This is an optimization exercise on Yosys and OpenROAD, whose aim is small area, a short achievable clock period and few clock cycles, not a production implementation. The RTL was checked by simulation tests, not by an equivalence proof against the original design.

===== design/flow/design.v =====
module rs_codec (
    input  wire       clk,
    input  wire       rst,
    input  wire       in_valid,
    output wire       in_ready,
    input  wire [7:0] in_data,
    input  wire       in_mode,
    output wire       out_valid,
    output wire [7:0] out_data,
    output wire       out_ok,
    output wire       out_last
);
    localparam integer N  = 155;   
    localparam integer K  = 123;   
    localparam integer NP = 32;    
    localparam integer T  = 16;    
    function [7:0] gf_xtime(input [7:0] a);
        gf_xtime = {a[6:0], 1'b0} ^ (a[7] ? 8'h87 : 8'h00);
    endfunction
    function [7:0] gf_mul(input [7:0] a, input [7:0] b);
        integer i;
        reg [7:0] p, x;
        begin
            p = 8'h00;
            x = a;
            for (i = 0; i < 8; i = i + 1) begin
                if (b[i]) p = p ^ x;
                x = gf_xtime(x);
            end
            gf_mul = p;
        end
    endfunction
    function [7:0] gf_apow(input integer e);
        case (e % 255)
            0: gf_apow = 8'h01;
            1: gf_apow = 8'h02;
            2: gf_apow = 8'h04;
            3: gf_apow = 8'h08;
            4: gf_apow = 8'h10;
            5: gf_apow = 8'h20;
            6: gf_apow = 8'h40;
            7: gf_apow = 8'h80;
            8: gf_apow = 8'h87;
            9: gf_apow = 8'h89;
            10: gf_apow = 8'h95;
            11: gf_apow = 8'had;
            12: gf_apow = 8'hdd;
            13: gf_apow = 8'h3d;
            14: gf_apow = 8'h7a;
            15: gf_apow = 8'hf4;
            16: gf_apow = 8'h6f;
            17: gf_apow = 8'hde;
            18: gf_apow = 8'h3b;
            19: gf_apow = 8'h76;
            20: gf_apow = 8'hec;
            21: gf_apow = 8'h5f;
            22: gf_apow = 8'hbe;
            23: gf_apow = 8'hfb;
            24: gf_apow = 8'h71;
            25: gf_apow = 8'he2;
            26: gf_apow = 8'h43;
            27: gf_apow = 8'h86;
            28: gf_apow = 8'h8b;
            29: gf_apow = 8'h91;
            30: gf_apow = 8'ha5;
            31: gf_apow = 8'hcd;
            32: gf_apow = 8'h1d;
            33: gf_apow = 8'h3a;
            34: gf_apow = 8'h74;
            35: gf_apow = 8'he8;
            36: gf_apow = 8'h57;
            37: gf_apow = 8'hae;
            38: gf_apow = 8'hdb;
            39: gf_apow = 8'h31;
            40: gf_apow = 8'h62;
            41: gf_apow = 8'hc4;
            42: gf_apow = 8'h0f;
            43: gf_apow = 8'h1e;
            44: gf_apow = 8'h3c;
            45: gf_apow = 8'h78;
            46: gf_apow = 8'hf0;
            47: gf_apow = 8'h67;
            48: gf_apow = 8'hce;
            49: gf_apow = 8'h1b;
            50: gf_apow = 8'h36;
            51: gf_apow = 8'h6c;
            52: gf_apow = 8'hd8;
            53: gf_apow = 8'h37;
            54: gf_apow = 8'h6e;
            55: gf_apow = 8'hdc;
            56: gf_apow = 8'h3f;
            57: gf_apow = 8'h7e;
            58: gf_apow = 8'hfc;
            59: gf_apow = 8'h7f;
            60: gf_apow = 8'hfe;
            61: gf_apow = 8'h7b;
            62: gf_apow = 8'hf6;
            63: gf_apow = 8'h6b;
            64: gf_apow = 8'hd6;
            65: gf_apow = 8'h2b;
            66: gf_apow = 8'h56;
            67: gf_apow = 8'hac;
            68: gf_apow = 8'hdf;
            69: gf_apow = 8'h39;
            70: gf_apow = 8'h72;
            71: gf_apow = 8'he4;
            72: gf_apow = 8'h4f;
            73: gf_apow = 8'h9e;
            74: gf_apow = 8'hbb;
            75: gf_apow = 8'hf1;
            76: gf_apow = 8'h65;
            77: gf_apow = 8'hca;
            78: gf_apow = 8'h13;
            79: gf_apow = 8'h26;
            80: gf_apow = 8'h4c;
            81: gf_apow = 8'h98;
            82: gf_apow = 8'hb7;
            83: gf_apow = 8'he9;
            84: gf_apow = 8'h55;
            85: gf_apow = 8'haa;
            86: gf_apow = 8'hd3;
            87: gf_apow = 8'h21;
            88: gf_apow = 8'h42;
            89: gf_apow = 8'h84;
            90: gf_apow = 8'h8f;
            91: gf_apow = 8'h99;
            92: gf_apow = 8'hb5;
            93: gf_apow = 8'hed;
            94: gf_apow = 8'h5d;
            95: gf_apow = 8'hba;
            96: gf_apow = 8'hf3;
            97: gf_apow = 8'h61;
            98: gf_apow = 8'hc2;
            99: gf_apow = 8'h03;
            100: gf_apow = 8'h06;
            101: gf_apow = 8'h0c;
            102: gf_apow = 8'h18;
            103: gf_apow = 8'h30;
            104: gf_apow = 8'h60;
            105: gf_apow = 8'hc0;
            106: gf_apow = 8'h07;
            107: gf_apow = 8'h0e;
            108: gf_apow = 8'h1c;
            109: gf_apow = 8'h38;
            110: gf_apow = 8'h70;
            111: gf_apow = 8'he0;
            112: gf_apow = 8'h47;
            113: gf_apow = 8'h8e;
            114: gf_apow = 8'h9b;
            115: gf_apow = 8'hb1;
            116: gf_apow = 8'he5;
            117: gf_apow = 8'h4d;
            118: gf_apow = 8'h9a;
            119: gf_apow = 8'hb3;
            120: gf_apow = 8'he1;
            121: gf_apow = 8'h45;
            122: gf_apow = 8'h8a;
            123: gf_apow = 8'h93;
            124: gf_apow = 8'ha1;
            125: gf_apow = 8'hc5;
            126: gf_apow = 8'h0d;
            127: gf_apow = 8'h1a;
            128: gf_apow = 8'h34;
            129: gf_apow = 8'h68;
            130: gf_apow = 8'hd0;
            131: gf_apow = 8'h27;
            132: gf_apow = 8'h4e;
            133: gf_apow = 8'h9c;
            134: gf_apow = 8'hbf;
            135: gf_apow = 8'hf9;
            136: gf_apow = 8'h75;
            137: gf_apow = 8'hea;
            138: gf_apow = 8'h53;
            139: gf_apow = 8'ha6;
            140: gf_apow = 8'hcb;
            141: gf_apow = 8'h11;
            142: gf_apow = 8'h22;
            143: gf_apow = 8'h44;
            144: gf_apow = 8'h88;
            145: gf_apow = 8'h97;
            146: gf_apow = 8'ha9;
            147: gf_apow = 8'hd5;
            148: gf_apow = 8'h2d;
            149: gf_apow = 8'h5a;
            150: gf_apow = 8'hb4;
            151: gf_apow = 8'hef;
            152: gf_apow = 8'h59;
            153: gf_apow = 8'hb2;
            154: gf_apow = 8'he3;
            155: gf_apow = 8'h41;
            156: gf_apow = 8'h82;
            157: gf_apow = 8'h83;
            158: gf_apow = 8'h81;
            159: gf_apow = 8'h85;
            160: gf_apow = 8'h8d;
            161: gf_apow = 8'h9d;
            162: gf_apow = 8'hbd;
            163: gf_apow = 8'hfd;
            164: gf_apow = 8'h7d;
            165: gf_apow = 8'hfa;
            166: gf_apow = 8'h73;
            167: gf_apow = 8'he6;
            168: gf_apow = 8'h4b;
            169: gf_apow = 8'h96;
            170: gf_apow = 8'hab;
            171: gf_apow = 8'hd1;
            172: gf_apow = 8'h25;
            173: gf_apow = 8'h4a;
            174: gf_apow = 8'h94;
            175: gf_apow = 8'haf;
            176: gf_apow = 8'hd9;
            177: gf_apow = 8'h35;
            178: gf_apow = 8'h6a;
            179: gf_apow = 8'hd4;
            180: gf_apow = 8'h2f;
            181: gf_apow = 8'h5e;
            182: gf_apow = 8'hbc;
            183: gf_apow = 8'hff;
            184: gf_apow = 8'h79;
            185: gf_apow = 8'hf2;
            186: gf_apow = 8'h63;
            187: gf_apow = 8'hc6;
            188: gf_apow = 8'h0b;
            189: gf_apow = 8'h16;
            190: gf_apow = 8'h2c;
            191: gf_apow = 8'h58;
            192: gf_apow = 8'hb0;
            193: gf_apow = 8'he7;
            194: gf_apow = 8'h49;
            195: gf_apow = 8'h92;
            196: gf_apow = 8'ha3;
            197: gf_apow = 8'hc1;
            198: gf_apow = 8'h05;
            199: gf_apow = 8'h0a;
            200: gf_apow = 8'h14;
            201: gf_apow = 8'h28;
            202: gf_apow = 8'h50;
            203: gf_apow = 8'ha0;
            204: gf_apow = 8'hc7;
            205: gf_apow = 8'h09;
            206: gf_apow = 8'h12;
            207: gf_apow = 8'h24;
            208: gf_apow = 8'h48;
            209: gf_apow = 8'h90;
            210: gf_apow = 8'ha7;
            211: gf_apow = 8'hc9;
            212: gf_apow = 8'h15;
            213: gf_apow = 8'h2a;
            214: gf_apow = 8'h54;
            215: gf_apow = 8'ha8;
            216: gf_apow = 8'hd7;
            217: gf_apow = 8'h29;
            218: gf_apow = 8'h52;
            219: gf_apow = 8'ha4;
            220: gf_apow = 8'hcf;
            221: gf_apow = 8'h19;
            222: gf_apow = 8'h32;
            223: gf_apow = 8'h64;
            224: gf_apow = 8'hc8;
            225: gf_apow = 8'h17;
            226: gf_apow = 8'h2e;
            227: gf_apow = 8'h5c;
            228: gf_apow = 8'hb8;
            229: gf_apow = 8'hf7;
            230: gf_apow = 8'h69;
            231: gf_apow = 8'hd2;
            232: gf_apow = 8'h23;
            233: gf_apow = 8'h46;
            234: gf_apow = 8'h8c;
            235: gf_apow = 8'h9f;
            236: gf_apow = 8'hb9;
            237: gf_apow = 8'hf5;
            238: gf_apow = 8'h6d;
            239: gf_apow = 8'hda;
            240: gf_apow = 8'h33;
            241: gf_apow = 8'h66;
            242: gf_apow = 8'hcc;
            243: gf_apow = 8'h1f;
            244: gf_apow = 8'h3e;
            245: gf_apow = 8'h7c;
            246: gf_apow = 8'hf8;
            247: gf_apow = 8'h77;
            248: gf_apow = 8'hee;
            249: gf_apow = 8'h5b;
            250: gf_apow = 8'hb6;
            251: gf_apow = 8'heb;
            252: gf_apow = 8'h51;
            253: gf_apow = 8'ha2;
            254: gf_apow = 8'hc3;
            default: gf_apow = 8'h00;
        endcase
    endfunction
    function [7:0] gf_inv(input [7:0] a);
        case (a)
            8'h00: gf_inv = 8'h00;
            8'h01: gf_inv = 8'h01;
            8'h02: gf_inv = 8'hc3;
            8'h03: gf_inv = 8'h82;
            8'h04: gf_inv = 8'ha2;
            8'h05: gf_inv = 8'h7e;
            8'h06: gf_inv = 8'h41;
            8'h07: gf_inv = 8'h5a;
            8'h08: gf_inv = 8'h51;
            8'h09: gf_inv = 8'h36;
            8'h0a: gf_inv = 8'h3f;
            8'h0b: gf_inv = 8'hac;
            8'h0c: gf_inv = 8'he3;
            8'h0d: gf_inv = 8'h68;
            8'h0e: gf_inv = 8'h2d;
            8'h0f: gf_inv = 8'h2a;
            8'h10: gf_inv = 8'heb;
            8'h11: gf_inv = 8'h9b;
            8'h12: gf_inv = 8'h1b;
            8'h13: gf_inv = 8'h35;
            8'h14: gf_inv = 8'hdc;
            8'h15: gf_inv = 8'h1e;
            8'h16: gf_inv = 8'h56;
            8'h17: gf_inv = 8'ha5;
            8'h18: gf_inv = 8'hb2;
            8'h19: gf_inv = 8'h74;
            8'h1a: gf_inv = 8'h34;
            8'h1b: gf_inv = 8'h12;
            8'h1c: gf_inv = 8'hd5;
            8'h1d: gf_inv = 8'h64;
            8'h1e: gf_inv = 8'h15;
            8'h1f: gf_inv = 8'hdd;
            8'h20: gf_inv = 8'hb6;
            8'h21: gf_inv = 8'h4b;
            8'h22: gf_inv = 8'h8e;
            8'h23: gf_inv = 8'hfb;
            8'h24: gf_inv = 8'hce;
            8'h25: gf_inv = 8'he9;
            8'h26: gf_inv = 8'hd9;
            8'h27: gf_inv = 8'ha1;
            8'h28: gf_inv = 8'h6e;
            8'h29: gf_inv = 8'hdb;
            8'h2a: gf_inv = 8'h0f;
            8'h2b: gf_inv = 8'h2c;
            8'h2c: gf_inv = 8'h2b;
            8'h2d: gf_inv = 8'h0e;
            8'h2e: gf_inv = 8'h91;
            8'h2f: gf_inv = 8'hf1;
            8'h30: gf_inv = 8'h59;
            8'h31: gf_inv = 8'hd7;
            8'h32: gf_inv = 8'h3a;
            8'h33: gf_inv = 8'hf4;
            8'h34: gf_inv = 8'h1a;
            8'h35: gf_inv = 8'h13;
            8'h36: gf_inv = 8'h09;
            8'h37: gf_inv = 8'h50;
            8'h38: gf_inv = 8'ha9;
            8'h39: gf_inv = 8'h63;
            8'h3a: gf_inv = 8'h32;
            8'h3b: gf_inv = 8'hf5;
            8'h3c: gf_inv = 8'hc9;
            8'h3d: gf_inv = 8'hcc;
            8'h3e: gf_inv = 8'had;
            8'h3f: gf_inv = 8'h0a;
            8'h40: gf_inv = 8'h5b;
            8'h41: gf_inv = 8'h06;
            8'h42: gf_inv = 8'he6;
            8'h43: gf_inv = 8'hf7;
            8'h44: gf_inv = 8'h47;
            8'h45: gf_inv = 8'hbf;
            8'h46: gf_inv = 8'hbe;
            8'h47: gf_inv = 8'h44;
            8'h48: gf_inv = 8'h67;
            8'h49: gf_inv = 8'h7b;
            8'h4a: gf_inv = 8'hb7;
            8'h4b: gf_inv = 8'h21;
            8'h4c: gf_inv = 8'haf;
            8'h4d: gf_inv = 8'h53;
            8'h4e: gf_inv = 8'h93;
            8'h4f: gf_inv = 8'hff;
            8'h50: gf_inv = 8'h37;
            8'h51: gf_inv = 8'h08;
            8'h52: gf_inv = 8'hae;
            8'h53: gf_inv = 8'h4d;
            8'h54: gf_inv = 8'hc4;
            8'h55: gf_inv = 8'hd1;
            8'h56: gf_inv = 8'h16;
            8'h57: gf_inv = 8'ha4;
            8'h58: gf_inv = 8'hd6;
            8'h59: gf_inv = 8'h30;
            8'h5a: gf_inv = 8'h07;
            8'h5b: gf_inv = 8'h40;
            8'h5c: gf_inv = 8'h8b;
            8'h5d: gf_inv = 8'h9d;
            8'h5e: gf_inv = 8'hbb;
            8'h5f: gf_inv = 8'h8c;
            8'h60: gf_inv = 8'hef;
            8'h61: gf_inv = 8'h81;
            8'h62: gf_inv = 8'ha8;
            8'h63: gf_inv = 8'h39;
            8'h64: gf_inv = 8'h1d;
            8'h65: gf_inv = 8'hd4;
            8'h66: gf_inv = 8'h7a;
            8'h67: gf_inv = 8'h48;
            8'h68: gf_inv = 8'h0d;
            8'h69: gf_inv = 8'he2;
            8'h6a: gf_inv = 8'hca;
            8'h6b: gf_inv = 8'hb0;
            8'h6c: gf_inv = 8'hc7;
            8'h6d: gf_inv = 8'hde;
            8'h6e: gf_inv = 8'h28;
            8'h6f: gf_inv = 8'hda;
            8'h70: gf_inv = 8'h97;
            8'h71: gf_inv = 8'hd2;
            8'h72: gf_inv = 8'hf2;
            8'h73: gf_inv = 8'h84;
            8'h74: gf_inv = 8'h19;
            8'h75: gf_inv = 8'hb3;
            8'h76: gf_inv = 8'hb9;
            8'h77: gf_inv = 8'h87;
            8'h78: gf_inv = 8'ha7;
            8'h79: gf_inv = 8'he4;
            8'h7a: gf_inv = 8'h66;
            8'h7b: gf_inv = 8'h49;
            8'h7c: gf_inv = 8'h95;
            8'h7d: gf_inv = 8'h99;
            8'h7e: gf_inv = 8'h05;
            8'h7f: gf_inv = 8'ha3;
            8'h80: gf_inv = 8'hee;
            8'h81: gf_inv = 8'h61;
            8'h82: gf_inv = 8'h03;
            8'h83: gf_inv = 8'hc2;
            8'h84: gf_inv = 8'h73;
            8'h85: gf_inv = 8'hf3;
            8'h86: gf_inv = 8'hb8;
            8'h87: gf_inv = 8'h77;
            8'h88: gf_inv = 8'he0;
            8'h89: gf_inv = 8'hf8;
            8'h8a: gf_inv = 8'h9c;
            8'h8b: gf_inv = 8'h5c;
            8'h8c: gf_inv = 8'h5f;
            8'h8d: gf_inv = 8'hba;
            8'h8e: gf_inv = 8'h22;
            8'h8f: gf_inv = 8'hfa;
            8'h90: gf_inv = 8'hf0;
            8'h91: gf_inv = 8'h2e;
            8'h92: gf_inv = 8'hfe;
            8'h93: gf_inv = 8'h4e;
            8'h94: gf_inv = 8'h98;
            8'h95: gf_inv = 8'h7c;
            8'h96: gf_inv = 8'hd3;
            8'h97: gf_inv = 8'h70;
            8'h98: gf_inv = 8'h94;
            8'h99: gf_inv = 8'h7d;
            8'h9a: gf_inv = 8'hea;
            8'h9b: gf_inv = 8'h11;
            8'h9c: gf_inv = 8'h8a;
            8'h9d: gf_inv = 8'h5d;
            8'h9e: gf_inv = 8'hbc;
            8'h9f: gf_inv = 8'hec;
            8'ha0: gf_inv = 8'hd8;
            8'ha1: gf_inv = 8'h27;
            8'ha2: gf_inv = 8'h04;
            8'ha3: gf_inv = 8'h7f;
            8'ha4: gf_inv = 8'h57;
            8'ha5: gf_inv = 8'h17;
            8'ha6: gf_inv = 8'he5;
            8'ha7: gf_inv = 8'h78;
            8'ha8: gf_inv = 8'h62;
            8'ha9: gf_inv = 8'h38;
            8'haa: gf_inv = 8'hab;
            8'hab: gf_inv = 8'haa;
            8'hac: gf_inv = 8'h0b;
            8'had: gf_inv = 8'h3e;
            8'hae: gf_inv = 8'h52;
            8'haf: gf_inv = 8'h4c;
            8'hb0: gf_inv = 8'h6b;
            8'hb1: gf_inv = 8'hcb;
            8'hb2: gf_inv = 8'h18;
            8'hb3: gf_inv = 8'h75;
            8'hb4: gf_inv = 8'hc0;
            8'hb5: gf_inv = 8'hfd;
            8'hb6: gf_inv = 8'h20;
            8'hb7: gf_inv = 8'h4a;
            8'hb8: gf_inv = 8'h86;
            8'hb9: gf_inv = 8'h76;
            8'hba: gf_inv = 8'h8d;
            8'hbb: gf_inv = 8'h5e;
            8'hbc: gf_inv = 8'h9e;
            8'hbd: gf_inv = 8'hed;
            8'hbe: gf_inv = 8'h46;
            8'hbf: gf_inv = 8'h45;
            8'hc0: gf_inv = 8'hb4;
            8'hc1: gf_inv = 8'hfc;
            8'hc2: gf_inv = 8'h83;
            8'hc3: gf_inv = 8'h02;
            8'hc4: gf_inv = 8'h54;
            8'hc5: gf_inv = 8'hd0;
            8'hc6: gf_inv = 8'hdf;
            8'hc7: gf_inv = 8'h6c;
            8'hc8: gf_inv = 8'hcd;
            8'hc9: gf_inv = 8'h3c;
            8'hca: gf_inv = 8'h6a;
            8'hcb: gf_inv = 8'hb1;
            8'hcc: gf_inv = 8'h3d;
            8'hcd: gf_inv = 8'hc8;
            8'hce: gf_inv = 8'h24;
            8'hcf: gf_inv = 8'he8;
            8'hd0: gf_inv = 8'hc5;
            8'hd1: gf_inv = 8'h55;
            8'hd2: gf_inv = 8'h71;
            8'hd3: gf_inv = 8'h96;
            8'hd4: gf_inv = 8'h65;
            8'hd5: gf_inv = 8'h1c;
            8'hd6: gf_inv = 8'h58;
            8'hd7: gf_inv = 8'h31;
            8'hd8: gf_inv = 8'ha0;
            8'hd9: gf_inv = 8'h26;
            8'hda: gf_inv = 8'h6f;
            8'hdb: gf_inv = 8'h29;
            8'hdc: gf_inv = 8'h14;
            8'hdd: gf_inv = 8'h1f;
            8'hde: gf_inv = 8'h6d;
            8'hdf: gf_inv = 8'hc6;
            8'he0: gf_inv = 8'h88;
            8'he1: gf_inv = 8'hf9;
            8'he2: gf_inv = 8'h69;
            8'he3: gf_inv = 8'h0c;
            8'he4: gf_inv = 8'h79;
            8'he5: gf_inv = 8'ha6;
            8'he6: gf_inv = 8'h42;
            8'he7: gf_inv = 8'hf6;
            8'he8: gf_inv = 8'hcf;
            8'he9: gf_inv = 8'h25;
            8'hea: gf_inv = 8'h9a;
            8'heb: gf_inv = 8'h10;
            8'hec: gf_inv = 8'h9f;
            8'hed: gf_inv = 8'hbd;
            8'hee: gf_inv = 8'h80;
            8'hef: gf_inv = 8'h60;
            8'hf0: gf_inv = 8'h90;
            8'hf1: gf_inv = 8'h2f;
            8'hf2: gf_inv = 8'h72;
            8'hf3: gf_inv = 8'h85;
            8'hf4: gf_inv = 8'h33;
            8'hf5: gf_inv = 8'h3b;
            8'hf6: gf_inv = 8'he7;
            8'hf7: gf_inv = 8'h43;
            8'hf8: gf_inv = 8'h89;
            8'hf9: gf_inv = 8'he1;
            8'hfa: gf_inv = 8'h8f;
            8'hfb: gf_inv = 8'h23;
            8'hfc: gf_inv = 8'hc1;
            8'hfd: gf_inv = 8'hb5;
            8'hfe: gf_inv = 8'h92;
            8'hff: gf_inv = 8'h4f;
            default: gf_inv = 8'h00;
        endcase
    endfunction
    function [7:0] gen_coef(input integer idx);
        case (idx)
            0: gen_coef = 8'h3b;
            1: gen_coef = 8'hb6;
            2: gen_coef = 8'h87;
            3: gen_coef = 8'h77;
            4: gen_coef = 8'hcd;
            5: gen_coef = 8'hdb;
            6: gen_coef = 8'hb3;
            7: gen_coef = 8'hfb;
            8: gen_coef = 8'hc5;
            9: gen_coef = 8'hac;
            10: gen_coef = 8'he8;
            11: gen_coef = 8'h4c;
            12: gen_coef = 8'hf2;
            13: gen_coef = 8'h54;
            14: gen_coef = 8'h0d;
            15: gen_coef = 8'h85;
            16: gen_coef = 8'h82;
            17: gen_coef = 8'h0d;
            18: gen_coef = 8'hfe;
            19: gen_coef = 8'hb1;
            20: gen_coef = 8'h37;
            21: gen_coef = 8'hab;
            22: gen_coef = 8'hb5;
            23: gen_coef = 8'h99;
            24: gen_coef = 8'he5;
            25: gen_coef = 8'hb9;
            26: gen_coef = 8'h3c;
            27: gen_coef = 8'hf2;
            28: gen_coef = 8'h97;
            29: gen_coef = 8'h9e;
            30: gen_coef = 8'h3f;
            31: gen_coef = 8'h95;
            default: gen_coef = 8'h00;
        endcase
    endfunction
    reg        in_ready_q;       
    reg        in_busy;          
    assign in_ready = in_ready_q;
    wire       acc = in_valid & !in_busy;
    reg  [7:0] nb_pos;           
    reg        nb_mode;          
    reg        nb_buf;           
    wire       nb_first = (nb_pos == 8'd0);
    wire       nb_last  = nb_mode ? (nb_pos == N-1) : (nb_pos == K-1);
    reg        a_v;              
    reg  [7:0] a_d;
    reg  [7:0] a_pos;
    reg        a_mode;
    reg        a_buf;
    always @(posedge clk) begin
        a_d    <= in_data;
        a_pos  <= nb_pos;
        a_mode <= nb_first ? in_mode : nb_mode;
        a_buf  <= nb_buf;
        if (rst) begin
            a_v     <= 1'b0;
            nb_pos  <= 8'd0;
            nb_buf  <= 1'b0;
            nb_mode <= 1'b0;
        end else begin
            a_v <= acc;
            if (acc) begin
                if (nb_first) nb_mode <= in_mode;
                if (!nb_first && nb_last) begin
                    nb_pos <= 8'd0;
                    nb_buf <= ~nb_buf;
                end else begin
                    nb_pos <= nb_pos + 8'd1;
                end
            end
        end
    end
    wire a_push    = a_v & (a_pos < K);
    wire a_lastpay = a_v & (a_pos == K-1);
    wire a_dec     = a_v & a_mode;
    wire a_declast = a_v & a_mode & (a_pos == N-1);
    reg  [7:0] sacc  [1:NP];
    reg  [7:0] snext [1:NP];
    integer i, j;
    always @* begin
        for (j = 1; j <= NP; j = j + 1)
            snext[j] = ((a_pos == 8'd0) ? 8'h00 : gf_mul(sacc[j], gf_apow(j))) ^ a_d;
    end
    always @(posedge clk) begin
        if (a_dec)
            for (j = 1; j <= NP; j = j + 1) sacc[j] <= snext[j];
    end
    reg  [7:0] buf0 [0:K-1];
    reg  [7:0] buf1 [0:K-1];
    wire       push0 = a_push & ~a_buf;
    wire       push1 = a_push &  a_buf;
    wire       pop0, pop1;
    reg        rot;
    reg        rot_b;
    reg  [6:0] rot_cnt;
    wire       rot0   = rot & ~rot_b;
    wire       rot1   = rot &  rot_b;
    wire       shift0 = push0 | pop0 | rot0;
    wire       shift1 = push1 | pop1 | rot1;
    always @(posedge clk) begin
        if (shift0) begin
            for (i = 0; i < K - 1; i = i + 1) buf0[i] <= buf0[i+1];
            buf0[K-1] <= rot0 ? buf0[0] : a_d;
        end
        if (shift1) begin
            for (i = 0; i < K - 1; i = i + 1) buf1[i] <= buf1[i+1];
            buf1[K-1] <= rot1 ? buf1[0] : a_d;
        end
    end
    localparam [1:0] D_IDLE = 2'd0, D_BM = 2'd1, D_CNT = 2'd2, D_DONE = 2'd3;
    reg  [1:0] dstate;
    reg  [7:0] synd [1:NP];      
    reg  [7:0] lam  [0:T];
    reg  [7:0] bpol [0:T];       
    reg  [7:0] gam;
    reg  [7:0] rho;
    reg  [7:0] dup;              
    reg  [7:0] pa;               
    reg  [5:0] len;
    reg  [5:0] k;
    reg  [1:0] ph;
    reg  [6:0] cc;
    reg  [4:0] nroots;
    reg        dok;
    reg        chk;              
    wire       dec_take;
    wire       om_act  = (dstate == D_CNT) && !chk && (k < 6'd16);
    wire       ch      = (dup != 8'h00) && ({len, 1'b0} <= {1'b0, k});
    wire       bm_last = (k == NP - 1);
    reg  [7:0] u_lam [0:8];
    reg  [7:0] u_bp  [0:8];      
    reg  [7:0] u_new [0:8];
    always @* begin
        for (i = 0; i <= 8; i = i + 1) begin
            if (ph == 2'd0) begin
                u_lam[i] = (i < 8) ? lam[9+i] : 8'h00;
                u_bp[i]  = (i < 8) ? bpol[8+i] : 8'h00;
            end else begin
                u_lam[i] = lam[i];
                u_bp[i]  = (i == 0) ? 8'h00 : bpol[i-1];
            end
            u_new[i] = gf_mul(gam, u_lam[i]) ^ gf_mul(dup, u_bp[i]);
        end
    end
    reg  [7:0] h_lam [0:8];
    reg  [7:0] h_s   [0:8];
    reg  [8:0] h_msk;
    reg  [7:0] h_dot;
    always @* begin
        for (i = 0; i <= 8; i = i + 1) begin
            if (ph == 2'd1) begin
                h_lam[i] = (i < 8) ? lam[9+i] : 8'h00;
                h_s[i]   = (i < 8) ? synd[25-i] : 8'h00;
                h_msk[i] = (i < 8) && ({2'b00, k} >= 8'd9 + i);
            end else begin
                h_lam[i] = lam[i];
                h_s[i]   = (i == 0) ? synd[1] : synd[NP+1-i];
                h_msk[i] = ({2'b00, k} >= i);
            end
        end
        if (dstate == D_BM)
            h_msk = bm_last ? ((ph == 2'd2) ? 9'h001 : 9'h000) : 9'h1ff;
        h_dot = 8'h00;
        for (i = 0; i <= 8; i = i + 1)
            h_dot = h_dot ^ gf_mul(h_msk[i] ? h_lam[i] : 8'h00, h_s[i]);
    end
    wire [7:0] dnew = pa ^ h_dot;
    reg        hzero, szero;
    always @* begin
        hzero = 1'b1;
        for (j = 0; j < 8; j = j + 1)
            if (lam[9+j] != 8'h00 || bpol[8+j] != 8'h00) hzero = 1'b0;
        szero = 1'b1;
        for (j = 1; j <= NP; j = j + 1)
            if (snext[j] != 8'h00) szero = 1'b0;
    end
    reg  [5:0] deg_cur;
    always @* begin
        deg_cur = 6'd0;
        for (j = 0; j <= T; j = j + 1)
            if (lam[j] != 8'h00) deg_cur = j;
    end
    localparam integer CP   = 4;
    localparam integer CEND = (N + CP - 1) / CP - 1;
    reg  [7:0] ce [0:CP-1];
    reg  [4:0] cz;
    always @* begin
        cz = 5'd0;
        for (i = 0; i < CP; i = i + 1) begin
            ce[i] = 8'h00;
            for (j = 0; j <= T; j = j + 1)
                ce[i] = ce[i] ^ gf_mul(bpol[j], gf_apow(i * j));
            if (ce[i] == 8'h00 && (cc != CEND || CP * CEND + i < N))
                cz = cz + 5'd1;
        end
    end
    wire       cnt_end   = (cc == CEND);
    reg  [4:0] cz_q;             
    reg        cfin;             
    wire [4:0] nroots_nx = nroots + cz_q;
    always @(posedge clk) begin
        chk <= 1'b0;
        if ((dstate == D_BM && ph != 2'd0) || om_act) begin
            if (ph == 2'd1) begin
                pa <= h_dot;
                for (j = 2; j < NP; j = j + 1) synd[j] <= synd[j+1];
                synd[NP] <= synd[1];
                synd[1]  <= (dstate == D_BM && !bm_last) ? gf_mul(synd[2], rho) : synd[2];
                rho <= gf_mul(rho, gf_apow(101));
            end else begin
                if (dstate == D_BM) dup <= dnew;
                if (om_act) begin
                    synd[17] <= dnew;    
                    k  <= k + 6'd1;
                    ph <= 2'd1;
                end
            end
        end
        if (om_act && ph == 2'd1) ph <= 2'd2;
        case (dstate)
            D_IDLE: if (a_declast) begin
                synd[1] <= gf_mul(snext[1], gf_apow(101));
                dup     <= gf_mul(snext[1], gf_apow(101));
                for (j = 2; j <= NP; j = j + 1) synd[j] <= snext[j];
                rho <= gf_apow(202);
                for (j = 0; j <= T; j = j + 1) begin
                    lam[j]  <= (j == 0) ? 8'h01 : 8'h00;
                    bpol[j] <= (j == 0) ? 8'h01 : 8'h00;
                end
                gam <= 8'h01;
                len <= 6'd0;
                k   <= 6'd0;
                ph  <= 2'd1;
                if (szero) begin
                    dok    <= 1'b1;
                    dstate <= D_DONE;
                end else begin
                    dstate <= D_BM;
                end
            end
            D_BM: begin
                case (ph)
                    2'd0: begin
                        for (j = 0; j < 8; j = j + 1) begin
                            lam[9+j]  <= u_new[j];
                            bpol[9+j] <= ch ? lam[9+j] : bpol[8+j];
                        end
                        ph <= 2'd1;
                    end
                    2'd1: begin
                        for (j = 0; j <= 8; j = j + 1) begin
                            lam[j]  <= u_new[j];
                            bpol[j] <= ch ? lam[j] : ((j == 0) ? 8'h00 : bpol[j-1]);
                        end
                        ph <= 2'd2;
                    end
                    default: begin
                        if (ch) begin
                            len <= k + 6'd1 - len;
                            gam <= dup;
                        end
                        k  <= k + 6'd1;
                        ph <= hzero ? 2'd1 : 2'd0;
                        if (bm_last) begin
                            synd[17] <= dnew;
                            chk      <= 1'b1;
                            dstate   <= D_CNT;
                        end
                    end
                endcase
            end
            D_CNT: begin
                if (chk) begin
                    k  <= 6'd1;
                    ph <= 2'd1;
                    cc     <= 7'd0;
                    nroots <= 5'd0;
                    cz_q   <= 5'd0;
                    cfin   <= 1'b0;
                    for (j = 0; j <= T; j = j + 1) bpol[j] <= lam[j];
                    if (len > T || deg_cur != len) begin
                        dok    <= 1'b0;
                        dstate <= D_DONE;
                    end
                end else if (cfin) begin
                    dok    <= (nroots_nx == len[4:0]);
                    dstate <= D_DONE;
                end else begin
                    for (j = 0; j <= T; j = j + 1)
                        bpol[j] <= gf_mul(bpol[j], gf_apow(CP * j));
                    cz_q   <= cz;
                    nroots <= nroots_nx;
                    cc     <= cc + 7'd1;
                    cfin   <= cnt_end;
                end
            end
            D_DONE: if (dec_take) dstate <= D_IDLE;
        endcase
        if (rst) begin
            dstate <= D_IDLE;
            chk    <= 1'b0;
        end
    end
    localparam [1:0] O_IDLE = 2'd0, O_PRIME = 2'd1, O_PAY = 2'd2, O_PAR = 2'd3;
    reg  [1:0] ostate;
    reg        ob;               
    reg        o_mode;
    reg        o_ok;
    reg  [7:0] o_cnt;
    reg  [7:0] ct [0:32];
    reg  [7:0] corr_q;           
    reg        c1_root;          
    reg  [7:0] c1_osum, c1_inv;
    reg        o_pr;
    reg        out_valid_q, out_ok_q, out_last_q;
    reg  [7:0] out_data_q;
    assign out_valid = out_valid_q;
    assign out_data  = out_data_q;
    assign out_ok    = out_ok_q;
    assign out_last  = out_last_q;
    reg [1:0] hold, ns, bmode;
    wire [7:0] head   = ob ? buf1[0] : buf0[0];
    wire       push_o = ob ? push1 : push0;
    wire       ns_o   = ob ? ns[1] : ns[0];
    wire       hold_o = ob ? hold[1] : hold[0];
    wire       mode_o = ob ? bmode[1] : bmode[0];
    wire       rot_o  = rot && (rot_b == ob);
    wire       pop    = (ostate == O_PAY) && (!ns_o || push_o || rot_o);
    wire       blocked = (ostate == O_PAY) && ns_o && !push_o && !rot_o;
    assign pop0 = pop & ~ob;
    assign pop1 = pop &  ob;
    wire       o_start = (ostate == O_IDLE) && hold_o && (!mode_o || dstate == D_DONE);
    assign dec_take = o_start && mode_o;
    wire       pay_end = pop && (o_cnt == K-1);
    reg  [7:0] lsum, lodd, osum;
    always @* begin
        lsum = 8'h00;
        lodd = 8'h00;
        osum = 8'h00;
        for (j = 0; j <= T; j = j + 1) begin
            lsum = lsum ^ ct[j];
            if (j % 2 == 1) lodd = lodd ^ ct[j];
        end
        for (j = T + 1; j <= 2 * T; j = j + 1) osum = osum ^ ct[j];
    end
    wire [7:0] corr_nx = c1_root ? gf_mul(c1_osum, c1_inv) : 8'h00;
    wire [7:0] fb = (ostate == O_PAR) ? 8'h00 : (head ^ ct[NP-1]);
    always @(posedge clk) begin
        if (a_push && a_pos == 8'd0) ns[a_buf] <= 1'b1;
        if (pay_end) hold[ob] <= 1'b0;
        if (a_lastpay) begin
            ns[a_buf]    <= 1'b0;
            hold[a_buf]  <= 1'b1;
            bmode[a_buf] <= a_mode;
        end
        out_valid_q <= 1'b0;
        case (ostate)
            O_IDLE: if (o_start) begin
                o_mode <= mode_o;
                o_cnt  <= 8'd0;
                if (mode_o) begin
                    o_ok   <= dok;
                    o_pr   <= 1'b0;
                    ostate <= O_PRIME;
                end else begin
                    o_ok   <= 1'b1;
                    ostate <= O_PAY;
                end
            end
            O_PRIME: begin
                o_pr <= 1'b1;
                if (o_pr) ostate <= O_PAY;
            end
            O_PAY: if (pop) begin
                out_valid_q <= 1'b1;
                o_cnt       <= o_cnt + 8'd1;
                if (o_mode) begin
                    if (o_cnt == K-1) begin
                        ostate <= O_IDLE;
                        ob     <= ~ob;
                    end
                end else begin
                    if (o_cnt == K-1) ostate <= O_PAR;
                end
            end
            O_PAR: begin
                out_valid_q <= 1'b1;
                o_cnt       <= o_cnt + 8'd1;
                if (o_cnt == N-1) begin
                    ostate <= O_IDLE;
                    ob     <= ~ob;
                end
            end
        endcase
        if (rst) begin
            ostate      <= O_IDLE;
            ob          <= 1'b0;
            out_valid_q <= 1'b0;
            hold        <= 2'b00;
            ns          <= 2'b00;
        end
    end
    wire ct_chien = (ostate == O_PRIME) || (ostate == O_PAY && pop && o_mode);
    wire ct_lfsr  = (ostate == O_PAY && pop && !o_mode) || (ostate == O_PAR);
    always @(posedge clk) begin
        if (o_start) begin
            for (j = 0; j <= T; j = j + 1) ct[j] <= mode_o ? lam[j] : 8'h00;
            for (j = 0; j < T; j = j + 1) ct[T+1+j] <= mode_o ? synd[j+2] : 8'h00;
        end else if (ct_chien) begin
            for (j = 0; j <= T; j = j + 1) ct[j] <= gf_mul(ct[j], gf_apow(j));
            for (j = 0; j < T; j = j + 1) ct[T+1+j] <= gf_mul(ct[T+1+j], gf_apow(j + 1));
        end else if (ct_lfsr) begin
            for (j = 0; j < NP; j = j + 1)
                ct[j] <= ((j == 0) ? 8'h00 : ct[j-1]) ^ gf_mul(fb, gen_coef(j));
        end
        if (ct_chien) begin
            corr_q  <= corr_nx;
            c1_root <= (lsum == 8'h00);
            c1_osum <= osum;
            c1_inv  <= gf_inv(lodd);
        end
    end
    always @(posedge clk) begin
        out_ok_q   <= (ostate == O_PAR) || !o_mode || o_ok;
        out_last_q <= (ostate == O_PAR) ? (o_cnt == N-1) : (o_mode && o_cnt == K-1);
        out_data_q <= (ostate == O_PAR) ? ct[NP-1] :
                      !o_mode ? head : (o_ok ? (head ^ corr_q) : 8'h00);
    end
    wire [7:0] c_pos = acc ? ((!nb_first && nb_last) ? 8'd0 : nb_pos + 8'd1) : nb_pos;
    wire       c_buf = (acc && !nb_first && nb_last) ? ~nb_buf : nb_buf;
    wire       pok0  = !hold[0] || (ostate == O_PAY && !ob);
    wire       pok1  = !hold[1] || (ostate == O_PAY &&  ob);
    wire       c_ok  = (c_pos < K)     ? (c_buf ? pok1 : pok0) :
                       (c_pos == N-1)  ? (dstate == D_IDLE) : 1'b1;
    always @(posedge clk) begin
        if (rst) begin
            in_ready_q <= 1'b0;
            in_busy    <= 1'b1;
        end else begin
            in_ready_q <= c_ok && !rot && !blocked;
            in_busy    <= !(c_ok && !rot && !blocked);
        end
    end
    always @(posedge clk) begin
        if (rot) begin
            rot_cnt <= rot_cnt + 7'd1;
            if (rot_cnt == K - 1) rot <= 1'b0;
        end else if (blocked && in_busy) begin
            rot     <= 1'b1;
            rot_b   <= ob;
            rot_cnt <= 7'd0;
        end
        if (rst) rot <= 1'b0;
    end
endmodule

===== design/flow/flow/run.sh =====
#!/bin/bash
set -euo pipefail
bash standard.sh SETUP_SLACK_MARGIN=14.65 SKIP_GATE_CLONING=1 finish > make_finish.log 2>&1

===== design/flow/standard.sh =====
#!/bin/bash
# synth_recipe.tcl (not shown) runs the flow's synth.tcl, then flattens the netlist and writes it again
# the make line also repeats each setting of config.mk as NAME=value (left out here)
make -C /OpenROAD-flow-scripts/flow DESIGN_CONFIG=/design/flow/config.mk WORK_HOME=/design/flow/orfs CLKGATE_MAP_FILE= SYNTH_SCRIPT=/design/flow/synth_recipe.tcl "${@:-finish}"

===== design/flow/config.mk =====
export PLATFORM = sky130hd
export DESIGN_NAME = rs_codec
export DESIGN_NICKNAME = rs_codec
export VERILOG_FILES = /design/flow/design.v
export SDC_FILE = /design/flow/constraint.sdc
export NUM_CORES = 8
export LEC_CHECK = 0
export CAP_MARGIN = 30
export CORE_MARGIN = 2
export CORE_UTILIZATION = 45
export CTS_CLUSTER_DIAMETER = 60
export CTS_CLUSTER_SIZE = 25
export SLEW_MARGIN = 30

===== design/flow/constraint.sdc =====
create_clock -name core_clock -period 20.0 [get_ports {clk}]
set_input_delay 4.0000 -clock core_clock [delete_from_list [all_inputs] [get_ports {clk}]]
set_output_delay 4.0000 -clock core_clock [all_outputs]
set_load 0.01 [all_outputs]

==> summary.txt, run 1 <==
Outcome
  • Outcome: timing/DRC/antenna clean

Die
  • Die area: 404700 um^2
  • Die width: 636.2 um
  • # IOs: 24
  • Die Y-Extent: 636.2 um
  • Initial Util: 45.12%
  • # rows: 232
  • Core ar.: 398600 um^2

CTS
  • Reg clk slew, reported paths: 0.07 ns
  • Max Root-Sink Buffers: 4
  • Clock buffer count from CTS: 286
  • Clk root buf: clkbuf_16
  • Worst-Skew Late Latency: 0.99 ns
  • H-tree depth: 5
  • Hold Buf Count CTS: 0
  • TritonCTS clock tree: yes
  • CTS Sinks: 3179

Drt
  • Met2 Wirelength: 288600 um
  • Starting DRC count in detailed routing: 21300
  • Post-Route WL: 720300 um
  • Wl on met1: 287800 um
  • Average wire per standard cell: 32.75 um
  • Post-DR vias/cell: 6.002
  • DRC errors left: 0
  • Via count: 132000
  • Met3 WL post-DR: 83700 um
  • Pre-antenna DRT Iters: 13
  • Top Layer Used: met5
  • Post-DRT Antenna Nets: 0

Placed design
  • Post-Place Cell Area: 187700 um^2
  • GP Congestion: 1.058
  • Port-buffer cells: 23
  • Final HPWL DP: 510900 um

Cells and area
  • Final core utilization: 50.01%
  • Area growth from synthesis to layout: 10.83%
  • Final Cell Area: 199300 um^2
  • Final net count: 16510
  • Share of cells above drive strength 1: 9.091%

Global routing
  • Overall routing resource usage: 34.51%
  • Initial antenna violation count: 69
  • First-pass GRT wire length: 984100 um
  • Congestion Overflow GR: 0
  • Largest net degree at the start of global routing: 190
  • Vias in the first global route: 119400

Critical path
  • Critical Path Stages: 1
  • Crit path arrival time: 1.38 ns
  • CP endpoint kind: primary output
  • Worst stage delay on the critical path: 0.34 ns
  • Critical path fanouts, max: 1
  • Reg2reg setup slack: 14.64 ns
  • Buf/Inv on CP: 1
  • Cells along the critical path: buf_6
  • Critical path class: reg -> out
  • Critical path endpoint: in_ready
  • Reg2Reg Capture Point: cz_q[2]
  • Worst setup path startpoint: in_ready_q
  • CP startpoint kind: register
  • Req. time, crit path: 16.00 ns
  • FF-to-FF path depth: 19
  • Slowest CP cell: dfxtp_2
  • R2r startpoint: bpol[8][4]
  • CP delay by family, top: flip-flops

Synthesis
  • Distinct cell type count after synthesis: 100
  • Top cells by count, synth: xnor2_1, edfxtp_1, nand2_1
  • Main synth FF type: edfxtp_1
  • Synth area leader: edfxtp_1
  • #FFs+latches synth: 3179
  • Syn Inst Count: 16610
  • Yosys warnings: 15
  • Seq/Total Area, Yosys: 51.23%
  • Post-synthesis async set-or-reset flop share: 0%
  • Number of synthesized flops with an enable pin: 2846
  • Most common cell in the netlist: xnor2_1
  • Leading post-synthesis cells by cell area: edfxtp_1, xnor2_1, xor2_1
  • Area share of the largest cell type after synthesis: 47.52%
  • Syn Area/Cell: 10.83 um^2
  • Synthesized cell area: 179800 um^2
  • Net Count, Synth: 16700

Run
  • # Max-Cap Violations: 0

Timing
  • Worst slew pin tran: 1.127 ns
  • RSZ-0062 raised after global routing: yes
  • Final max-slew violation count: 0
  • Crit path time final: 5.385 ns
  • Hold Vio Cnt, Final: 0
  • Tcrit/Tclk final: 26.92%
  • Skew final: 0.07656 ns
  • Max Freq: 0.1857 GHz
  • Relative slew slack: 24.16%
  • Setup tns final: 0 ns
  • Final Setup Violations: 0

Worst hold path
  • HP Class: reg -> reg
## kinds of logic after synthesis
group / after synthesis / share of synthesized area (%)
xor+xnor: 4952 / 24.95
simple gates: 4574 / 10.87
flops: 3179 / 51.23
compound gates: 2143 / 7.459
buf+inv: 1358 / 2.990
mux: 327 / 1.949
fa+ha+maj: 78 / 0.5510
other cells: 1 / 0.002085
## sequential cells by signal (all words and copies together) (netlist names), 7 cells and up, named ones only
name        count
cc              7
o_cnt           8
c1_inv          8
lam           136
a_pos           8
gam             8
corr_q          8
pa              8
c1_osum         8
rot_cnt         7
sacc          256
nb_pos          8
synd          256
ct            264
dup             8
out_data_q      8
bpol          136
buf0          984
buf1          984
rho             8
a_d             8
## metrics by stage
| stage | setup slack, ns | instances | hold slack, ns |
|---|---|---|---|
| 6_report | 14.62 | 21990 | 0.3920 |
| 3_3_place_gp | 13.55 | 21320 | 0.3902 |
| 3_5_place_dp | 13.70 | 21320 | 0.3819 |
| 2_1_floorplan | -28.95 | 16610 | 0.3501 |
| 4_1_cts | 14.56 | 21860 | 0.3865 |
| 5_1_grt | 14.59 | 21930 | 0.4006 |
## placed cells by master, fill, tap and decap left out, types with 135 or more instances in the layout
cell       instances
buf_4            594
nor3_1           294
nor2b_1          161
mux2i_1          204
nand2_1         1987
dfxtp_1          310
clkbuf_16        293
a22oi_1          178
xnor2_1         3623
a21oi_1          546
nor2_1          1473
a31oi_1          224
inv_1            193
nand3_1          135
o21ai_0          599
edfxtp_1        2846
xor2_1          1119
## per-layer routing
layer  vias to the layer above  GRT usage (%)
li1                      56630              -
met1                     64680          46.94
met2                      8427          47.28
met3                      2220          10.12
met4                        40          23.17
met5                         -         0.6853
## layout make-up
cell class / count / area (um^2)
repair buffers: 672 / 5644
fillers: 35680 / 199200
multi-input cells: 12080 / 83930
inverters: 204 / 784.5
diodes: 74 / 185.2
clock buffers: 307 / 7407
well taps: 5265 / 6588
flip-flops and latches: 3179 / 92170
clock inverters: 217 / 2609
## worst reg2reg max path: stages, from the launching register on
cell,delay [ns]
edfxtp_1,0.36
clkinv_1,0.40
ha_1,0.57
xnor2_1,0.51
xnor2_2,0.22
xnor2_1,0.19
xnor2_1,0.32
xnor2_1,0.14
xnor2_1,0.24
xnor2_1,0.15
nand2_1,0.06
nor4b_1,0.44
nand3_1,0.28
ha_1,0.39
xor2_1,0.24
ha_1,0.18
inv_1,0.04
nor2_1,0.13
xor2_1,0.17
nor2_1,0.08
## repair_timing
item                       in CTS  in global routing
buffers inserted               13                 52
gates resized for setup       114                 52
setup endpoints to repair     293                208
pin swaps                       0                  6
## worst min-delay path by stage
stage                startpoint          end  slack [ns]  depth (start not counted)
finish               buf1[6][5]   buf1[5][5]        0.39                          0
global route         buf1[5][1]   buf1[4][1]        0.40                          0
CTS                 buf0[29][5]  buf0[28][5]        0.39                          0
detailed placement       nb_buf        a_buf        0.38                          0
global placement         nb_buf        a_buf        0.39                          0
floorplan                nb_buf        a_buf        0.35                          0
Testbench counts, summed over its fixed seeds: cycles 59,537.
==> inputs of run 2 (changes only) <==
==> design/flow/flow/run.sh (replaced) <==
#!/bin/bash
set -euo pipefail
bash standard.sh SETUP_SLACK_MARGIN=14.65 SKIP_GATE_CLONING=1 MATCH_CELL_FOOTPRINT=0 finish > make_finish.log 2>&1
==> run 2 against run 1 <==
Compared with the run above: the layout now fails its checks (antenna violations); first-iteration DRC count fell by 5.1%; non-clock buffer count fell by 6; core utilization rose by 0.10 points; setup slack got worse by 0.12 ns; sequential share of layout area fell by 0.089 points; worst hold slack got worse by 0.015 ns; area after synthesis did not move; critical endpoint is now dup[7].
==> summary.txt, run 2 <==
Worst hold path
  • HP Class: reg -> reg
  • Hold Path Cell Cnt: 0 (unchanged)

Synthesis
  • Distinct cell type count after synthesis: 100 (unchanged)
  • Net Count, Synth: 16700 (unchanged)
  • Syn Area/Cell: 10.83 um^2 (unchanged)
  • Synthesized cell area: 179800 um^2 (unchanged)
  • Yosys warnings: 15 (unchanged)
  • Most common cell in the netlist: xnor2_1
  • Top cells by count, synth: xnor2_1, edfxtp_1, nand2_1
  • Area share of the largest cell type after synthesis: 47.52% (unchanged)
  • Number of synthesized flops with an enable pin: 2846 (unchanged)
  • Synth area leader: edfxtp_1
  • Leading post-synthesis cells by cell area: edfxtp_1, xnor2_1, xor2_1
  • Syn Inst Count: 16610 (unchanged)
  • Main synth FF type: edfxtp_1
  • Post-synthesis async set-or-reset flop share: 0% (unchanged)
  • Seq/Total Area, Yosys: 51.23% (unchanged)
  • #FFs+latches synth: 3179 (unchanged)

Critical path
  • CP delay by family, top: XOR/XNOR gates
  • Critical path class: reg -> reg
  • Worst stage delay on the critical path: 0.75 ns (+0.41 ns)
  • CP startpoint kind: register
  • Crit-path most repeated cell: xnor3_1
  • Critical path fanouts, max: 9 (+8)
  • Buf/Inv on CP: 1 (unchanged)
  • Cells along the critical path: buf_4, xor2_1, mux2i_1, xnor3_1, xor2_1, nand2_1, xor2_1, xnor3_1, xnor3_1, xnor3_1, xnor3_1, xnor3_1, o21ai_1, o21ai_2
  • CP endpoint kind: register
  • Req. time, crit path: 20.80 ns (+4.80 ns)
  • Crit path arrival time: 6.30 ns (+4.92 ns)
  • FF-to-FF path depth: 14 (-5)
  • Critical Path Stages: 14 (+13)
  • Slowest CP cell: edfxtp_1

Global routing
  • Congestion Overflow GR: 0 (unchanged)
  • Initial antenna violation count: 74 (+7.2%)
  • Vias in the first global route: 120100 (+0.55%)
  • Largest net degree at the start of global routing: 200 (+5.3%)
  • First-pass GRT wire length: 986800 um (+0.27%)
  • Overall routing resource usage: 34.68% (+0.17 points)

Drt
  • Average wire per standard cell: 33.00 um (+0.77%)
  • Met2 Wirelength: 291900 um (+1.1%)
  • Post-DR vias/cell: 6.001 (about the same)
  • Wl on met1: 289500 um (+0.59%)
  • Top Layer Used: met5
  • Post-Route WL: 725500 um (+0.73%)
  • Via count: 131900 (-0.045%)
  • Starting DRC count in detailed routing: 20220 (-5.1%)
  • Pre-antenna DRT Iters: 19 (+6)
  • Met3 WL post-DR: 86360 um (+3.2%)
  • DRC errors left: 0 (unchanged)
  • Post-DRT Antenna Nets: 1 (+1)

CTS
  • Reg clk slew, reported paths: 0.08 ns (about the same)
  • Clk root buf: clkbuf_16
  • TritonCTS clock tree: yes
  • CTS Sinks: 3179 (unchanged)
  • Clock buffer count from CTS: 296 (+3.5%)
  • Worst-Skew Late Latency: 0.97 ns (-0.02 ns)
  • H-tree depth: 5 (unchanged)
  • Max Root-Sink Buffers: 4 (unchanged)
  • Hold Buf Count CTS: 0 (unchanged)

Placed design
  • DP Cell Count: 21350 (+0.12%)
  • Place WS: 13.11 ns (-0.5914 ns)
  • Final HPWL DP: 519300 um (+1.6%)
  • GP Congestion: 1.076 (+1.6%)
  • Port-buffer cells: 23 (unchanged)

Timing
  • Final max-slew violation count: 0 (unchanged)
  • Final Setup Violations: 0 (unchanged)
  • Worst slew pin tran: 1.219 ns (+0.09137 ns)
  • Max Freq: 0.1818 GHz (-2.1%)
  • RSZ-0062 raised after global routing: yes
  • Hold Vio Cnt, Final: 0 (unchanged)
  • Relative slew slack: 18.18% (-6.0 points)
  • Post-route setup slack: 14.50 ns (-0.1157 ns)
  • Tcrit/Tclk final: 27.50% (+0.58 points)
  • Crit path time final: 5.500 ns (+0.1157 ns)
  • Skew final: 0.08245 ns (+0.005891 ns)
  • Setup tns final: 0 ns (unchanged)

Run
  • # Max-Cap Violations: 0 (unchanged)

Die
  • Die width: 636.2 um (unchanged)
  • Die Y-Extent: 636.2 um (unchanged)
  • Core ar.: 398600 um^2 (unchanged)
  • Die area: 404700 um^2 (unchanged)
  • # IOs: 24 (unchanged)
  • # rows: 232 (unchanged)
  • Initial Util: 45.12% (unchanged)

Cells and area
  • Share of cells above drive strength 1: 9.099% (about the same)
  • Final net count: 16510 (+0.024%)
  • Cell Count, Final, Fillers Out: 21990 (-0.032%)
  • Layout fillers: 35790 (+0.32%)
  • Most common cell after layout, fill and taps aside: xnor2_1
  • Most frequent cells in the layout: xnor2_1, edfxtp_1, nand2_1
  • Final core utilization: 50.11% (+0.10 points)
  • Area growth from synthesis to layout: 11.05%
  • Largest regs: buf0 (984), buf1 (984), ct (264)

Outcome
  • Layout Check Fail Reasons: antenna violations
  • Outcome: complete, but fails checks
[run 2: final timing paths]
path | startpoint | to | slack, ns
max reg2reg | lam[14][7] | dup[7] | 14.50
min | nb_buf | a_buf | 0.38
min reg2reg | nb_buf | a_buf | 0.38
max | lam[14][7] | dup[7] | 14.50
[run 2: per-layer routing]
layer,GRT usage (%),vias to the layer above
met5,0.1300,-
met4,22.35,52
met3,10.81,2157
met2,47.82,8330
met1,46.89,64740
li1,-,56650
[run 2: final cells by class]
class                      instances  area, um^2  share of cell area (%)
clock buffer                     313        7627                   3.819
antenna                           59       147.6                 0.07392
sequential                      3179       92170                   46.15
tap                             5265        6588                   3.298
multi-input combinational      12080       83970                   42.04
timing repair buffer             666        5558                   2.783
clock inverter                   225        2872                   1.438
inverter                         204       784.5                  0.3928
[run 2: metrics by stage]
stage                     hold WS, ns  instance area [um^2]
after floorplan                0.3501                179900
after global placement         0.3620                187500
after detailed placement       0.3651                187900
after CTS                      0.3799                198800
after global routing           0.3861                199600
final                          0.3766                199700
[run 2: kinds of logic after synthesis]
logic type,count (synthesis),share of synthesized area (%)
AND/OR/NAND/NOR,4574,10.87
AO/OA/AOI/OAI,2143,7.459
multiplexers,327,1.949
adder cells (fa/ha/maj),78,0.5510
buffers and inverters,1358,2.990
flip-flops,3179,51.23
XOR/XNOR,4952,24.95
other,1,0.002085
[run 2: timing repair]
item / 4_1_cts / 5_1_grt
resized for setup: 109 / 63
pin swaps: 2 / 4
hold endpoints to repair: 0 / 0
setup buffers: 9 / 27
endpoints found under the setup margin: 358 / 307
==> inputs of run 3 (changes only) <==
--- a/design/flow/design.v
+++ b/design/flow/design.v
@@ -981,12 +981,16 @@
         out_data_q <= (ostate == O_PAR) ? ct[NP-1] :
                       !o_mode ? head : (o_ok ? (head ^ corr_q) : 8'h00);
     end
-    wire [7:0] c_pos = acc ? ((!nb_first && nb_last) ? 8'd0 : nb_pos + 8'd1) : nb_pos;
-    wire       c_buf = (acc && !nb_first && nb_last) ? ~nb_buf : nb_buf;
     wire       pok0  = !hold[0] || (ostate == O_PAY && !ob);
     wire       pok1  = !hold[1] || (ostate == O_PAY &&  ob);
-    wire       c_ok  = (c_pos < K)     ? (c_buf ? pok1 : pok0) :
-                       (c_pos == N-1)  ? (dstate == D_IDLE) : 1'b1;
+    wire       wrap  = !nb_first && nb_last;
+    wire [7:0] n_pos = wrap ? 8'd0 : nb_pos + 8'd1;
+    wire       n_buf = wrap ? ~nb_buf : nb_buf;
+    wire       ok_stay = (nb_pos < K)   ? (nb_buf ? pok1 : pok0) :
+                         (nb_pos == N-1) ? (dstate == D_IDLE) : 1'b1;
+    wire       ok_next = (n_pos < K)    ? (n_buf ? pok1 : pok0) :
+                         (n_pos == N-1)  ? (dstate == D_IDLE) : 1'b1;
+    wire       c_ok  = acc ? ok_next : ok_stay;
     always @(posedge clk) begin
         if (rst) begin
             in_ready_q <= 1'b0;
==> design/flow/flow/run.sh (replaced) <==
#!/bin/bash
set -euo pipefail
bash standard.sh SETUP_SLACK_MARGIN=14.65 SKIP_GATE_CLONING=1 finish > make_finish.log 2>&1
==> run 3 against run 2 <==
Compared with the run above: now clean on timing, DRC and antenna; first-iteration DRC count is 2.0% higher; via count barely moved; die area increased by 0.50%; critical endpoint unchanged; critical path type unchanged; maximum frequency is 1.2% lower; register-to-register slack got worse by 0.07 ns; non-clock buffer count down 34; clock-buffer cell count up 13; core utilization fell by 0.060 points; sequential cell count unchanged.
==> summary.txt, run 3 <==
Synthesis
  • Number of synthesized flops with an enable pin: 2846 (unchanged)
  • Yosys warnings: 15 (unchanged)
  • Area share of the largest cell type after synthesis: 47.28% (-0.24 points)
  • Distinct cell type count after synthesis: 99 (-1.0%)
  • Syn Area/Cell: 10.93 um^2 (+0.98%)
  • Syn Inst Count: 16530 (-0.47%)
  • #FFs+latches synth: 3179 (unchanged)
  • Top cells by count, synth: xnor2_1, edfxtp_1, nand2_1
  • Post-synthesis async set-or-reset flop share: 0% (unchanged)
  • Leading post-synthesis cells by cell area: edfxtp_1, xnor2_1, xor2_1
  • Main synth FF type: edfxtp_1
  • Seq/Total Area, Yosys: 50.97% (-0.26 points)
  • Synth area leader: edfxtp_1
  • Synthesized cell area: 180800 um^2 (+0.51%)
  • Most common cell in the netlist: xnor2_1
  • Net Count, Synth: 16620 (-0.47%)

CTS
  • CTS Sinks: 3179 (unchanged)
  • TritonCTS clock tree: yes
  • Clk root buf: clkbuf_16
  • Max Root-Sink Buffers: 4 (unchanged)
  • Reg clk slew, reported paths: 0.09 ns (about the same)
  • Clock buffer count from CTS: 296 (unchanged)
  • Worst-Skew Late Latency: 0.98 ns (about the same)
  • H-tree depth: 5 (unchanged)

Placed design
  • GP Congestion: 1.071 (-0.46%)
  • Port-buffer cells: 23 (unchanged)
  • Final HPWL DP: 510300 um (-1.7%)

Critical path
  • CP endpoint kind: register
  • CP startpoint kind: register
  • Critical path class: reg -> reg
  • Req. time, crit path: 20.85 ns (+0.05 ns)
  • Slowest CP cell: dfxtp_1
  • Crit path arrival time: 6.42 ns (+0.12 ns)
  • Cells along the critical path: inv_1, o21ai_0, and3_1, o21ai_0, a21oi_1, xnor3_1, xnor3_1, xnor2_1, xnor3_2, xnor2_2, mux2_2, o21ai_1
  • Critical path fanouts, max: 9 (unchanged)
  • Worst stage delay on the critical path: 1.13 ns (+0.38 ns)

Timing
  • Setup tns final: 0 ns (unchanged)
  • Worst slew pin tran: 1.212 ns (-0.006920 ns)
  • Crit path time final: 5.567 ns (+0.06670 ns)
  • Skew final: 0.06774 ns (-0.01470 ns)
  • Max Freq: 0.1796 GHz (-1.2%)
  • RSZ-0062 raised after global routing: yes
  • Final Setup Violations: 0 (unchanged)
  • Relative slew slack: 19.11% (+0.93 points)
  • Final max-slew violation count: 0 (unchanged)
  • Tcrit/Tclk final: 27.84% (+0.33 points)
  • Hold Vio Cnt, Final: 0 (unchanged)

Global routing
  • Largest net degree at the start of global routing: 202 (+1.0%)
  • First-pass GRT wire length: 984200 um (-0.26%)
  • Initial antenna violation count: 65 (-12%)
  • Congestion Overflow GR: 0 (unchanged)
  • Overall routing resource usage: 34.49% (-0.18 points)
  • Vias in the first global route: 119400 (-0.58%)

Cells and area
  • Final net count: 16420 (-0.55%)
  • Most frequent cells in the layout: xnor2_1, edfxtp_1, nand2_1
  • Area growth from synthesis to layout: 10.68%
  • Largest regs: buf0 (984), buf1 (984), ct (264)
  • Share of cells above drive strength 1: 9.638% (+0.54 points)
  • Most common cell after layout, fill and taps aside: xnor2_1

Drt
  • Post-DR vias/cell: 6.019 (+0.31%)
  • Post-Route WL: 723300 um (-0.30%)
  • Via count: 131900 (-0.040%)
  • Starting DRC count in detailed routing: 20620 (+2.0%)
  • DRC errors left: 0 (unchanged)
  • Post-DRT Antenna Nets: 0 (-1)
  • Pre-antenna DRT Iters: 15 (-4)
  • Average wire per standard cell: 33.01 um (about the same)

Worst hold path
  • HP Class: reg -> reg

Die
  • Die area: 406800 um^2 (+0.50%)
  • # rows: 232 (unchanged)
  • Die Y-Extent: 637.8 um (+0.25%)
  • # IOs: 24 (unchanged)
  • Core ar.: 399700 um^2 (+0.29%)
  • Initial Util: 45.22% (+0.096 points)
  • Die width: 637.8 um (+0.25%)

Run
  • # Max-Cap Violations: 0 (unchanged)

Outcome
  • Outcome: timing/DRC/antenna clean
==> run 3: metrics by stage <==
stage | setup slack (ns) | utilization [%] | hold WS (ns) | cells | cell area [um^2]
finish | 14.43 | 50.05 | 0.4034 | 21910 | 200100
global route | 14.41 | 50.02 | 0.4148 | 21850 | 199900
CTS | 14.40 | 49.86 | 0.4006 | 21830 | 199300
detailed placement | 13.22 | 47.21 | 0.4045 | 21270 | 188700
global placement | 13.23 | 47.14 | 0.4003 | 21270 | 188400
floorplan | -28.94 | - | 0.3290 | 16530 | 180800
==> run 3: per-layer routing <==
layer	global-route usage (%)	wire length (um)	share of wire, %	vias up
met1	47.49	291300	40	64820
met3	10.07	88350	12	2049
met4	22.14	55060	7.6	22
met5	0.07090	152	0.021	-
met2	47.15	288500	40	8493
li1	-	-	-	56500
==> run 3: cells by family (layout without fill, tap and decap cells) <==
kind of cell	after synthesis	count (layout)	share of synthesized area (%)
xor gates and xnor gates	5019	5019	25.23
and+or+nand+nor	4396	4396	10.40
DFF	3179	3179	50.97
AOI/OAI and AO/OA	2096	2096	7.240
buffers and inverters	1327	1373	2.954
muxes	438	438	2.656
adders and majority gates	78	78	0.5482
other	1	66	0.002075
==> run 3: layout make-up <==
type / count / area (um^2)
timing repair buffer: 632 / 5264
tap: 5265 / 6588
clock buffer: 326 / 7732
sequential: 3179 / 92190
clock inverter: 221 / 2456
multi-input combinational: 12030 / 84920
antenna: 65 / 162.7
fill: 35500 / 199700
inverter: 194 / 750.7
==> run 3: timing repair <==
item | CTS | global route
pin swaps | 1 | 4
resized for setup | 141 | 62
gates cloned | 0 | 0
endpoints found under the setup margin | 598 | 462
setup buffers | 9 | 15
hold buffers | 0 | 0
hold endpoints to repair | 0 | 0
==> run 3: path summary, 6_finish.rpt <==
| check | from | depth (start not counted) | endpoint | slack (ns) |
|---|---|---|---|---|
| min reg2reg | buf0[116][2] | 0 | buf0[115][2] | 0.40 |
| max | synd[25][3] | 12 | dup[7] | 14.43 |
| min | buf0[116][2] | 0 | buf0[115][2] | 0.40 |
| max reg2reg | synd[25][3] | 12 | dup[7] | 14.43 |
==> run 3: critical path, delay by kind of cell (launching register included) <==
family / cells / cell delay [ns]
flops: 1 / 1.13
mux: 1 / 0.28
compound gates: 4 / 1.31
xor+xnor: 5 / 1.75
simple gates: 1 / 0.20
buf+inv: 1 / 0.73
Testbench counts of run 3, summed over its fixed seeds: cycles 59,537.

[re-timing with driven ports]
The flow's constraints put no driver on any port. The routed layouts listed below were extracted and timed again, unchanged, in two steps. Step 1: set_driving_cell puts a clkbuf_16 on clk and a buf_2 on each other input, an assumption about the parent block. Step 2 times the ports against the registers' clock, not the clock port: input delays grow and output delays shrink by t, the midpoint of the rising clock arrivals with the driver on. a / b / c = ideal ports / drivers / drivers and shift; a / b = the first two.
| run | shift t [ns] | setup WS [ns] | slew at the worst register clock pin (ns) | pins driven straight from the clock port |
|---|---|---|---|---|
| run 1 | 1.059 | 14.615 / 14.496 / 13.728 | 0.09 / 0.09 | 1 |
| run 2 | 1.040 | 14.500 / 14.436 / 13.727 | 0.09 / 0.09 | 1 |
| run 3 | 1.067 | 14.433 / 14.346 / 14.012 | 0.09 / 0.09 | 1 |
The setup slack of run 1, which loses most, moves by -0.119 ns with the drivers and by -0.887 ns with both steps.
